What follows belongs to an exercise in optimizing a design on an open flow for small area, a short achievable clock period and few clock cycles; a production flow would make more cautious choices. Only simulation tests tie the RTL to the original design; equivalence was not proved.

==> garnet <==
## rnc_decoder
module rnc_decoder (
    input  wire        clk,
    input  wire        rst,           
    input  wire        start,         
    input  wire [15:0] in_len,        
    output reg  [1:0]  status,        
    output reg  [2:0]  err,           
    output reg  [3:0]  fcause,        
    output wire [15:0] out_len,       
    output reg  [15:0] crc,           
    output reg         in_re,
    output reg  [15:0] in_addr,
    input  wire [7:0]  in_rdata,
    output wire        out_we,
    output wire [15:0] out_waddr,
    output wire [7:0]  out_wdata,
    output wire        out_re,
    output wire [15:0] out_raddr,
    input  wire [7:0]  out_rdata
);
    localparam ST_IDLE  = 2'd0;
    localparam ST_BUSY  = 2'd1;
    localparam ST_DONE  = 2'd2;
    localparam ST_ERROR = 2'd3;
    localparam E_HEADER    = 3'd1;
    localparam E_METHOD    = 3'd2;
    localparam E_FORMAT    = 3'd3;
  ...
Settings: LEC_CHECK=0, ABC_CLOCK_PERIOD_IN_PS=4500, CAP_MARGIN=20, CORE_MARGIN=2, CORE_UTILIZATION=40, SETUP_SLACK_MARGIN=5, SLEW_MARGIN=20; clock period 10.0 ns.
run.sh (not shown) runs the stock make flow with config.mk's settings and CLKGATE_MAP_FILE= SYNTH_SCRIPT=/design/flow/synth_recipe.tcl, a recipe that flattens the netlist after the stock synthesis.
==> fjord: changes against garnet <==
--- a/flow/design.v
+++ b/flow/design.v
@@ -49,10 +49,11 @@
     localparam D_ACT   = 4'd8;    
     localparam D_LISS  = 4'd9;    
     localparam D_BITS  = 4'd10;   
     localparam D_MCHK  = 4'd11;   
     localparam D_FIN   = 4'd12;   
+    localparam D_EOB   = 4'd13;   
     localparam P_LIT = 2'd0;      
     localparam P_LEN = 2'd1;      
     localparam P_POS = 2'd2;      
     localparam P_SUB = 2'd3;      
     reg [3:0]  dst;
@@ -65,11 +66,11 @@
     reg [7:0]  acc;          
     reg [3:0]  cnt;
     reg [7:0]  nb;           
     reg        nbv;          
     reg        pend;         
-    reg [74:0] leA, leB, leC;
+    reg [68:0] leA, leB, leC;
     reg [63:0] srA, srB, srC;
     reg [1:0]  btab;
     reg [4:0]  idx;
     reg [17:0] ksum;
     reg        ins_pend;
@@ -115,44 +116,59 @@
                 r = r[0] ? ((r >> 1) ^ 16'hA001) : (r >> 1);
             crc_byte = r;
         end
     endfunction
     function [4:0] le_get;
-        input [74:0] le;
+        input [68:0] le;
         input [4:0]  l;
         integer k;
         begin
             le_get = 5'd0;
-            for (k = 1; k < 16; k = k + 1)
+            if (l == 5'd1) le_get = {3'd0, le[1:0]};
+            if (l == 5'd2) le_get = {2'd0, le[4:2]};
+            if (l == 5'd3) le_get = {1'd0, le[8:5]};
+            for (k = 4; k < 16; k = k + 1)
                 if (l == k[4:0])
-                    le_get = le[5*(k-1) +: 5];
+                    le_get = le[9+5*(k-4) +: 5];
         end
     endfunction
     wire busy     = (status == ST_BUSY);
     wire have_acc = (cnt != 4'd0);
     wire nb_ok    = nbv && !exh;
     wire av1      = have_acc || nb_ok;            
     wire f1       = !have_acc && exh;             
     wire two_ok   = (cnt >= 4'd2) || nb_ok;       
     wire b0       = have_acc ? acc[7] : nb[7];
     wire b1       = (cnt >= 4'd2) ? acc[6] : (cnt == 4'd1) ? nb[7] : nb[6];
-    reg [74:0] le_t;
+    reg [68:0] le_t;
     reg [63:0] sr_t;
     always @* begin
         case (purp)
             P_LEN:   begin le_t = leC; sr_t = srC; end
             P_POS:   begin le_t = leB; sr_t = srB; end
             default: begin le_t = leA; sr_t = srA; end
         endcase
     end
     wire [4:0] le_h3 = le_get(le_t, {1'b0, gl} + 5'd3);
     wire [4:0] le_h4 = le_get(le_t, {1'b0, gl} + 5'd4);
-    wire [5:0] s1    = {gs, b0} - {1'b0, le_lo};
-    wire       m1    = !gdead && (s1 < {1'b0, le_h1});
+    wire [5:0] s1c0  = {gs, 1'b0} - {1'b0, le_lo};       
+    wire [5:0] s1c1  = {gs, 1'b1} - {1'b0, le_lo};       
+    wire [5:0] s2c00 = {s1c0[4:0], 1'b0} - {1'b0, le_h1};
+    wire [5:0] s2c01 = {s1c0[4:0], 1'b1} - {1'b0, le_h1};
+    wire [5:0] s2c10 = {s1c1[4:0], 1'b0} - {1'b0, le_h1};
+    wire [5:0] s2c11 = {s1c1[4:0], 1'b1} - {1'b0, le_h1};
+    wire       m1c0  = (s1c0 < {1'b0, le_h1});
+    wire       m1c1  = (s1c1 < {1'b0, le_h1});
+    wire       m2c00 = (s2c00 < {1'b0, le_h2}) && (s1c0[5:4] == 2'b00);
+    wire       m2c01 = (s2c01 < {1'b0, le_h2}) && (s1c0[5:4] == 2'b00);
+    wire       m2c10 = (s2c10 < {1'b0, le_h2}) && (s1c1[5:4] == 2'b00);
+    wire       m2c11 = (s2c11 < {1'b0, le_h2}) && (s1c1[5:4] == 2'b00);
+    wire [5:0] s1    = b0 ? s1c1 : s1c0;
+    wire       m1    = !gdead && (b0 ? m1c1 : m1c0);
     wire       dead1 = gdead || (s1[5:4] != 2'b00);
-    wire [5:0] s2    = {s1[4:0], b1} - {1'b0, le_h1};
-    wire       m2    = !dead1 && (s2 < {1'b0, le_h2});
+    wire [5:0] s2    = b0 ? (b1 ? s2c11 : s2c10) : (b1 ? s2c01 : s2c00);
+    wire       m2    = !gdead && (b0 ? (b1 ? m2c11 : m2c10) : (b1 ? m2c01 : m2c00));
     wire       dead2 = dead1 || (s2[5:4] != 2'b00);
     wire       g_two = !m1 && two_ok && (gl != 4'd15);
     wire       g_hit = m1 || (g_two && m2);
     wire [3:0] gsym  = sr_t[4*gidx +: 4];
     wire       liss    = (dst == D_LISS);
@@ -246,12 +262,10 @@
     task begin_table;
         input [1:0] which;
         begin
             btab <= which;
             idx  <= 5'd0;
-            ksum <= 18'd0;
-            leC  <= 75'd0;
             dst  <= D_TD;
         end
     endtask
     task begin_symbol;
         input [1:0] which;
@@ -261,20 +275,20 @@
             gs    <= 5'd0;
             gdead <= 1'b0;
             le_lo <= 5'd0;
             case (which)
                 P_LEN: begin
-                    le_h1 <= leC[4:0];
-                    le_h2 <= leC[9:5];
+                    le_h1 <= {3'd0, leC[1:0]};
+                    le_h2 <= {2'd0, leC[4:2]};
                 end
                 P_POS: begin
-                    le_h1 <= leB[4:0];
-                    le_h2 <= leB[9:5];
+                    le_h1 <= {3'd0, leB[1:0]};
+                    le_h2 <= {2'd0, leB[4:2]};
                 end
                 default: begin
-                    le_h1 <= leA[4:0];
-                    le_h2 <= leA[9:5];
+                    le_h1 <= {3'd0, leA[1:0]};
+                    le_h2 <= {2'd0, leA[4:2]};
                 end
             endcase
             dst   <= D_SYM;
         end
     endtask
@@ -388,13 +402,16 @@
             end else if (pf_issue) begin
                 pend <= 1'b1;
             end
             if (ins_pend) begin
                 ins_pend <= 1'b0;
-                for (i = 1; i < 16; i = i + 1)
+                if (ins_l <= 4'd1) leC[1:0] <= leC[1:0] + 2'd1;
+                if (ins_l <= 4'd2) leC[4:2] <= leC[4:2] + 3'd1;
+                if (ins_l <= 4'd3) leC[8:5] <= leC[8:5] + 4'd1;
+                for (i = 4; i < 16; i = i + 1)
                     if (i[3:0] >= ins_l)
-                        leC[5*(i-1) +: 5] <= leC[5*(i-1) +: 5] + 5'd1;
+                        leC[9+5*(i-4) +: 5] <= leC[9+5*(i-4) +: 5] + 5'd1;
                 for (i = 0; i < 16; i = i + 1) begin
                     if (i[4:0] > ins_pos)
                         srC[4*i +: 4] <= srC[4*(i-1) +: 4];
                     else if (i[4:0] == ins_pos)
                         srC[4*i +: 4] <= ins_sym;
@@ -422,10 +439,12 @@
                         if (hcnt == 5'd11)
                             dst <= D_HCHK;
                     end
                 end
                 D_HCHK: begin
+                    leC     <= 69'd0;
+                    ksum    <= 18'd0;
                     rem_in  <= in_len - 16'd18;
                     exh     <= (in_len == 16'd18);
                     if (sig_bad)
                         fail(E_HEADER, C_BAD_SIGNATURE);
                     else if (meth_bad)
@@ -476,19 +495,21 @@
                             fail(E_FORMAT, C_INPUT_EXHAUSTED);
                         end
                     end
                 end
                 D_TEND: begin
+                    if (btab != 2'd2) begin
+                        leA <= leB;
+                        srA <= srB;
+                        leB <= leC;
+                        srB <= srC;
+                        leC <= 69'd0;
+                        ksum <= 18'd0;
+                    end
                     if (ksum[17] || (ksum[16] && ksum[15:0] != 16'd0))
                         fail(E_FORMAT, C_OVERSUBSCRIBED);
                     else begin
-                        if (btab != 2'd2) begin
-                            leA <= leB;
-                            srA <= srB;
-                            leB <= leC;
-                            srB <= srC;
-                        end
                         if (btab == 2'd2) begin
                             lasthi <= 8'd0;
                             dst    <= D_CTRL;
                         end else
                             begin_table(btab + 2'd1);
@@ -562,11 +583,11 @@
                 end
                 D_LISS: begin
                     if (gsym == 4'd0)
                         fail(E_FORMAT, C_ZERO_COUNT);
                     else if (gsym == 4'd2)
-                        begin_table(2'd0);
+                        dst <= D_EOB;
                     else if (rem_out < {12'd0, gsym})
                         fail(E_SIZE, C_OVERRUN);
                     else if (rem_in < {12'd0, gsym})
                         fail(E_FORMAT, C_INPUT_EXHAUSTED);
                     else if (!q_valid) begin
@@ -630,10 +651,15 @@
                         dopos   <= dop_nx;
                         rem_out <= rout_nx;
                         next_token;
                     end
                 end
+                D_EOB: begin
+                    leC  <= 69'd0;
+                    ksum <= 18'd0;
+                    begin_table(2'd0);
+                end
                 D_FIN: begin
                     if (drained) begin
                         if (crc != ucrc)
                             fail(E_INTEGRITY, 4'd0);
                         else begin
--- a/flow/config.mk
+++ b/flow/config.mk
@@ -6,8 +6,9 @@
 export NUM_CORES = 4
 export LEC_CHECK = 0
 export ABC_CLOCK_PERIOD_IN_PS = 4500
 export CAP_MARGIN = 20
 export CORE_MARGIN = 2
-export CORE_UTILIZATION = 40
+export CORE_UTILIZATION = 55
+export PLACE_DENSITY = 0.75
 export SETUP_SLACK_MARGIN = 5
 export SLEW_MARGIN = 20
==> flow_metrics.tcl <==
set metrics [dict create \
    postCtsSetupBuffers 126 \
    timing.final.crit_share_pct 51.9 \
    min_to "leA[12]$_DFFE_PP_" \
    sh_seq_area_pct 39.4 \
    synthDominantCellAreaShare_pct 45.8 \
    synth_compound_area_share_pct 19.5 \
    p_comb_mw 3.81 \
    final_area_mm2 0.0568 \
    status "complete, no violations" \
    path_delay_family "simple AND/OR/NAND/NOR gates" \
]
-- figures above: garnet

==> flow_metrics.tcl <==
set metrics [dict create \
    synthDominantCellAreaShare_pct 44.2 \
    status "complete, no violations" \
    num-clock-buffers 103 \
    clock_latency_ns 0.68 \
    path_delay_family "compound AO/OA/AOI/OAI gates" \
    min_to "leA[38]$_DFFE_PP_" \
    core_area_mm2 0.0853 \
    final_area_mm2 0.0551 \
]
-- figures above: fjord

Testbench counts of garnet, summed over its fixed seeds: cycles 180,433.
Testbench counts of fjord, summed over its fixed seeds: cycles 180,527.

[separate check: timing with driven ports]
The flow's constraints put no driver on any port. The routed layouts listed below were extracted and timed again, unchanged, in two steps.
Step 1 sets driving cells, clkbuf_16 on the clock port and buf_2 on the other inputs (assumed; they add their load-dependent delay and slew).
Step 2 times the ports against the registers' clock, not the clock port: input delays grow and output delays shrink by t, the midpoint of the rising clock arrivals with the driver on.
Three values: ideal ports, drivers, drivers and shift; two values: the first two.
run | shift t [ns] | setup WS [ns] | hold slack, ns | cell pins on the clock port's net
garnet | 0.744 | 4.811 / 4.811 / 4.240 | 0.425 / 0.425 / 0.425 | 1
fjord | 0.735 | 4.828 / 4.828 / 4.216 | 0.438 / 0.438 / 0.438 | 1
After both steps setup and hold are still met in every run listed. For fjord, which loses most, drivers alone change the setup slack by 0.000 ns; drivers and shift together by -0.612 ns.
